Context: an optimization exercise on an open-source flow, tuned for small area, a short achievable clock period and few clock cycles per item. The choices shown serve that exercise and are no tape-out recipe.
Power and IR drop assume default switching activity.

==> inputs of trial 58 <==
// mag_preamble
module mag_preamble (
    input  wire        clk,
    input  wire        rst,           
    input  wire        in_valid,
    output wire        in_ready,
    input  wire [7:0]  in_i,
    input  wire [7:0]  in_q,
    output wire        out_valid,
    input  wire        out_ready,
    output wire [15:0] out_mag,
    output wire [3:0]  out_verdict
);
==> flow/config.mk <==
export PLATFORM = sky130hd
export DESIGN_NAME = mag_preamble
export DESIGN_NICKNAME = mag_preamble
export VERILOG_FILES = /design/flow/design.v
export SDC_FILE = /design/flow/constraint.sdc
export NUM_CORES = 4
export LEC_CHECK = 0
export CAP_MARGIN = 20
export CORE_MARGIN = 2
export CORE_UTILIZATION = 40
export SLEW_MARGIN = 20
==> flow/constraint.sdc <==
create_clock -name core_clock -period 12.0 [get_ports {clk}]
set_input_delay 2.4000 -clock core_clock [delete_from_list [all_inputs] [get_ports {clk}]]
set_output_delay 2.4000 -clock core_clock [all_outputs]
set_load 0.01 [all_outputs]
standard.sh (not shown) runs the stock make flow with config.mk's settings and CLKGATE_MAP_FILE= SYNTH_SCRIPT=/design/flow/synth_recipe.tcl, a recipe that flattens the netlist after the stock synthesis.
==> flow/flow/run.sh <==
#!/bin/bash
bash standard.sh SETUP_SLACK_MARGIN=8.6 CTS_CLUSTER_SIZE=24 CTS_CLUSTER_DIAMETER=100 CORE_UTILIZATION=55 PLACE_DENSITY=0.68 finish > standard.log 2>&1
==> inputs of build 97, as changes to trial 58 <==
--- a/flow/design.v
+++ b/flow/design.v
@@ -1173,16 +1173,15 @@
     wire ad17_G35 = ad17_g[16] | (ad17_p[16] & ad17_G34);
     wire ad17_G36 = ad17_G9 | (ad17_P9 & ad17_G34);
     wire ad17_G37 = ad17_G18 | (ad17_P18 & ad17_G34);
     wire [18:0] ad17_c = {ad17_G36, ad17_G35, ad17_G34, ad17_G33, ad17_G32, ad17_G31, ad17_G30, ad17_G29, ad17_G28, ad17_G27, ad17_G22, ad17_G21, ad17_G20, ad17_G19, ad17_G11, ad17_G10, ad17_G1, ad17_g0c, 1'b0};
     wire [18:0] ad17_s = ad17_p ^ ad17_c;
     wire ad17_co = ad17_G37;
     wire q17 = ~ad17_s[18];
-    wire [15:0] mag_p1 = s13_Q + 16'd1;
-    wire [15:0] mag_nx = q17 ? mag_p1 : s13_Q;
+    wire [15:0] mag_nx = s13_Q + {15'd0, q17};
     reg  [15:0] m_mag;
     reg         m_v;
     always @(posedge clk) begin
         if (rst_w)    m_v <= 1'b0;
         else if (run) m_v <= s13_v;
         if (run) m_mag <= mag_nx;
     end
==> inputs of build 93, as changes to trial 58 <==
--- a/flow/design.v
+++ b/flow/design.v
@@ -1185,14 +1185,15 @@
         if (rst_w)    m_v <= 1'b0;
         else if (run) m_v <= s13_v;
         if (run) m_mag <= mag_nx;
     end
     wire        arrive = run & m_v & ~rst_w;
     wire [15:0] x = m_mag;
     reg  [15:0] h1, h2, h3, h4, h5, h6, h7, h8, h9, h10, h11;
+    reg  [16:0] pair;         
     reg  [17:0] psum;         
     reg  [17:0] nsum;         
     reg  [17:0] m3;           
     reg  [10:1] g1h;
     reg  [9:1]  l1h;
     reg  [5:1]  p4h;
     reg  [5:1]  p;
@@ -1739,48 +1740,74 @@
     reg [3:0] verdict;
     always @(*) begin
         if (e4 != 3'd0 && e4 != 3'd7) verdict = {1'b0, e4};
         else if (!p6n)                verdict = 4'd7;
         else if (e4 == 3'd7)          verdict = 4'd8;
         else                          verdict = 4'd0;
     end
-    wire pq_h73_s = h8[0] ^ h6[0];
-    wire pq_h73_c = h8[0] & h6[0];
-    wire pq_f74_s = h8[1] ^ h6[1] ^ h1[1];
-    wire pq_f74_c = (h8[1] & h6[1]) | (h8[1] & h1[1]) | (h6[1] & h1[1]);
-    wire pq_f75_s = h8[2] ^ h6[2] ^ h1[2];
-    wire pq_f75_c = (h8[2] & h6[2]) | (h8[2] & h1[2]) | (h6[2] & h1[2]);
-    wire pq_f76_s = h8[3] ^ h6[3] ^ h1[3];
-    wire pq_f76_c = (h8[3] & h6[3]) | (h8[3] & h1[3]) | (h6[3] & h1[3]);
-    wire pq_f77_s = h8[4] ^ h6[4] ^ h1[4];
-    wire pq_f77_c = (h8[4] & h6[4]) | (h8[4] & h1[4]) | (h6[4] & h1[4]);
-    wire pq_f78_s = h8[5] ^ h6[5] ^ h1[5];
-    wire pq_f78_c = (h8[5] & h6[5]) | (h8[5] & h1[5]) | (h6[5] & h1[5]);
-    wire pq_f79_s = h8[6] ^ h6[6] ^ h1[6];
-    wire pq_f79_c = (h8[6] & h6[6]) | (h8[6] & h1[6]) | (h6[6] & h1[6]);
-    wire pq_f80_s = h8[7] ^ h6[7] ^ h1[7];
-    wire pq_f80_c = (h8[7] & h6[7]) | (h8[7] & h1[7]) | (h6[7] & h1[7]);
-    wire pq_f81_s = h8[8] ^ h6[8] ^ h1[8];
-    wire pq_f81_c = (h8[8] & h6[8]) | (h8[8] & h1[8]) | (h6[8] & h1[8]);
-    wire pq_f82_s = h8[9] ^ h6[9] ^ h1[9];
-    wire pq_f82_c = (h8[9] & h6[9]) | (h8[9] & h1[9]) | (h6[9] & h1[9]);
-    wire pq_f83_s = h8[10] ^ h6[10] ^ h1[10];
-    wire pq_f83_c = (h8[10] & h6[10]) | (h8[10] & h1[10]) | (h6[10] & h1[10]);
-    wire pq_f84_s = h8[11] ^ h6[11] ^ h1[11];
-    wire pq_f84_c = (h8[11] & h6[11]) | (h8[11] & h1[11]) | (h6[11] & h1[11]);
-    wire pq_f85_s = h8[12] ^ h6[12] ^ h1[12];
-    wire pq_f85_c = (h8[12] & h6[12]) | (h8[12] & h1[12]) | (h6[12] & h1[12]);
-    wire pq_f86_s = h8[13] ^ h6[13] ^ h1[13];
-    wire pq_f86_c = (h8[13] & h6[13]) | (h8[13] & h1[13]) | (h6[13] & h1[13]);
-    wire pq_f87_s = h8[14] ^ h6[14] ^ h1[14];
-    wire pq_f87_c = (h8[14] & h6[14]) | (h8[14] & h1[14]) | (h6[14] & h1[14]);
-    wire pq_f88_s = h8[15] ^ h6[15] ^ h1[15];
-    wire pq_f88_c = (h8[15] & h6[15]) | (h8[15] & h1[15]) | (h6[15] & h1[15]);
-    wire [17:0] padd_a = {1'b0, pq_f88_c, pq_f87_c, pq_f86_c, pq_f85_c, pq_f84_c, pq_f83_c, pq_f82_c, pq_f81_c, pq_f80_c, pq_f79_c, pq_f78_c, pq_f77_c, pq_f76_c, pq_f75_c, pq_f74_c, pq_h73_c, pq_h73_s};
-    wire [17:0] padd_b = {1'b0, 1'b0, pq_f88_s, pq_f87_s, pq_f86_s, pq_f85_s, pq_f84_s, pq_f83_s, pq_f82_s, pq_f81_s, pq_f80_s, pq_f79_s, pq_f78_s, pq_f77_s, pq_f76_s, pq_f75_s, pq_f74_s, h1[0]};
+    wire [16:0] gadd_a = {1'b0, h7};
+    wire [16:0] gadd_b = {1'b0, h5};
+    wire [16:0] gadd_p = gadd_a ^ gadd_b;
+    wire [16:0] gadd_g = gadd_a & gadd_b;
+    wire gadd_g0c = gadd_g[0] | (gadd_p[0] & 1'b0);
+    wire gadd_G1 = gadd_g[1] | (gadd_p[1] & gadd_g0c);
+    wire gadd_G2 = gadd_g[3] | (gadd_p[3] & gadd_g[2]);
+    wire gadd_P2 = gadd_p[3] & gadd_p[2];
+    wire gadd_G3 = gadd_g[5] | (gadd_p[5] & gadd_g[4]);
+    wire gadd_P3 = gadd_p[5] & gadd_p[4];
+    wire gadd_G4 = gadd_g[7] | (gadd_p[7] & gadd_g[6]);
+    wire gadd_P4 = gadd_p[7] & gadd_p[6];
+    wire gadd_G5 = gadd_g[9] | (gadd_p[9] & gadd_g[8]);
+    wire gadd_P5 = gadd_p[9] & gadd_p[8];
+    wire gadd_G6 = gadd_g[11] | (gadd_p[11] & gadd_g[10]);
+    wire gadd_P6 = gadd_p[11] & gadd_p[10];
+    wire gadd_G7 = gadd_g[13] | (gadd_p[13] & gadd_g[12]);
+    wire gadd_P7 = gadd_p[13] & gadd_p[12];
+    wire gadd_G8 = gadd_g[15] | (gadd_p[15] & gadd_g[14]);
+    wire gadd_P8 = gadd_p[15] & gadd_p[14];
+    wire gadd_G9 = gadd_g[2] | (gadd_p[2] & gadd_G1);
+    wire gadd_G10 = gadd_G2 | (gadd_P2 & gadd_G1);
+    wire gadd_G11 = gadd_g[6] | (gadd_p[6] & gadd_G3);
+    wire gadd_P11 = gadd_p[6] & gadd_P3;
+    wire gadd_G12 = gadd_G4 | (gadd_P4 & gadd_G3);
+    wire gadd_P12 = gadd_P4 & gadd_P3;
+    wire gadd_G13 = gadd_g[10] | (gadd_p[10] & gadd_G5);
+    wire gadd_P13 = gadd_p[10] & gadd_P5;
+    wire gadd_G14 = gadd_G6 | (gadd_P6 & gadd_G5);
+    wire gadd_P14 = gadd_P6 & gadd_P5;
+    wire gadd_G15 = gadd_g[14] | (gadd_p[14] & gadd_G7);
+    wire gadd_P15 = gadd_p[14] & gadd_P7;
+    wire gadd_G16 = gadd_G8 | (gadd_P8 & gadd_G7);
+    wire gadd_P16 = gadd_P8 & gadd_P7;
+    wire gadd_G17 = gadd_g[4] | (gadd_p[4] & gadd_G10);
+    wire gadd_G18 = gadd_G3 | (gadd_P3 & gadd_G10);
+    wire gadd_G19 = gadd_G11 | (gadd_P11 & gadd_G10);
+    wire gadd_G20 = gadd_G12 | (gadd_P12 & gadd_G10);
+    wire gadd_G21 = gadd_g[12] | (gadd_p[12] & gadd_G14);
+    wire gadd_P21 = gadd_p[12] & gadd_P14;
+    wire gadd_G22 = gadd_G7 | (gadd_P7 & gadd_G14);
+    wire gadd_P22 = gadd_P7 & gadd_P14;
+    wire gadd_G23 = gadd_G15 | (gadd_P15 & gadd_G14);
+    wire gadd_P23 = gadd_P15 & gadd_P14;
+    wire gadd_G24 = gadd_G16 | (gadd_P16 & gadd_G14);
+    wire gadd_P24 = gadd_P16 & gadd_P14;
+    wire gadd_G25 = gadd_g[8] | (gadd_p[8] & gadd_G20);
+    wire gadd_G26 = gadd_G5 | (gadd_P5 & gadd_G20);
+    wire gadd_G27 = gadd_G13 | (gadd_P13 & gadd_G20);
+    wire gadd_G28 = gadd_G14 | (gadd_P14 & gadd_G20);
+    wire gadd_G29 = gadd_G21 | (gadd_P21 & gadd_G20);
+    wire gadd_G30 = gadd_G22 | (gadd_P22 & gadd_G20);
+    wire gadd_G31 = gadd_G23 | (gadd_P23 & gadd_G20);
+    wire gadd_G32 = gadd_G24 | (gadd_P24 & gadd_G20);
+    wire gadd_G33 = gadd_g[16] | (gadd_p[16] & gadd_G32);
+    wire [16:0] gadd_c = {gadd_G32, gadd_G31, gadd_G30, gadd_G29, gadd_G28, gadd_G27, gadd_G26, gadd_G25, gadd_G20, gadd_G19, gadd_G18, gadd_G17, gadd_G10, gadd_G9, gadd_G1, gadd_g0c, 1'b0};
+    wire [16:0] gadd_s = gadd_p ^ gadd_c;
+    wire gadd_co = gadd_G33;
+    wire [17:0] padd_a = {1'b0, pair};
+    wire [17:0] padd_b = {2'b00, h1};
     wire [17:0] padd_p = padd_a ^ padd_b;
     wire [17:0] padd_g = padd_a & padd_b;
     wire padd_g0c = padd_g[0] | (padd_p[0] & 1'b0);
     wire padd_G1 = padd_g[1] | (padd_p[1] & padd_g0c);
     wire padd_G2 = padd_g[3] | (padd_p[3] & padd_g[2]);
     wire padd_P2 = padd_p[3] & padd_p[2];
     wire padd_G3 = padd_g[5] | (padd_p[5] & padd_g[4]);
@@ -1960,26 +1987,28 @@
     wire m3add_co = m3add_G35;
     always @(posedge clk) begin
         if (rst_w) begin
             h1 <= 16'd0; h2 <= 16'd0; h3 <= 16'd0; h4 <= 16'd0; h5 <= 16'd0;
             h6 <= 16'd0; h7 <= 16'd0; h8 <= 16'd0; h9 <= 16'd0; h10 <= 16'd0;
             h11 <= 16'd0;
             nsum <= 18'd0;
+            pair <= 17'd0;
             psum <= 18'd0;
             m3   <= 18'd0;
             g1h <= 10'd0;
             l1h <= 9'd0;
             p4h <= 5'd0;
             p   <= 5'd0;
             e1 <= 3'd1; e2 <= 3'd1; e3 <= 3'd1; e4 <= 3'd1;
         end else if (arrive) begin
             h1 <= x;  h2 <= h1; h3 <= h2; h4 <= h3; h5 <= h4;
             h6 <= h5; h7 <= h6; h8 <= h7; h9 <= h8; h10 <= h9;
             h11 <= h10;
             nsum <= nadd2_s;
+            pair <= gadd_s;
             psum <= padd_s;
             m3   <= m3add_s;
             g1h <= {g1h[9:1], g1};
             l1h <= {l1h[8:1], l1};
             p4h <= {p4h[4:1], p4n};
             p   <= {p5n, p4n, p3n, p2n, g1};
             e1 <= e0; e2 <= e1; e3 <= e2; e4 <= e3;
==> summary.txt <==
In trial 58 the register-to-register slack is worse than in build 93, by 0.18 ns.
The lowest synthesized cell count belongs to build 97, the highest to build 93.
Of build 93 and trial 58, build 93 has the higher die area (gap 1.5%, measured against trial 58).
Of trial 58 and build 93, build 93 has the higher maximum frequency (gap about 2%, measured against build 93).
Sequential share of layout area, highest first: build 97, build 93, trial 58.
The highest clock skew belongs to build 93, the lowest to build 97.
In build 97 the count of clock-buffer cells in the layout is lower than in build 93, by 11.
Against trial 58, the worst setup slack of build 93 is better by 0.078 ns.
Between trial 58 and build 93, the lower critical path depth is in build 93 (gap 12).
Against build 97, the clock power of build 93 is larger by about 8%.
Against build 97, the utilization of trial 58 is lower by 0.70 points.
Function was not checked in any run of this note: the RTL went through the layout flow alone.

## afterwards: timing with drivers on the ports
Ports are ideal in the flow. The routed layouts listed here were re-timed in OpenROAD.
Step 1, drivers: a clkbuf_16 drives clk and a buf_2 each remaining input, both assumed.
Step 2, shift: input delay + t, output delay - t, t = (earliest + latest rising clock arrival at the registers) / 2. This alone moves slack from input paths to output paths.
a / b / c = no drivers / after step 1 / after step 2; a / b = the first two.
run	shift t [ns]	setup slack, ns	slew at the worst register clock pin (ns)
trial 58	0.652	8.341 / 8.341 / 8.011	0.10 / 0.10
build 97	0.651	8.399 / 8.395 / 8.170	0.10 / 0.10
build 93	0.674	8.418 / 8.354 / 8.235	0.10 / 0.10
After both steps every run listed still meets setup and hold. The setup slack of trial 58, which loses most, moves by 0.000 ns with the drivers and by -0.330 ns with both steps.
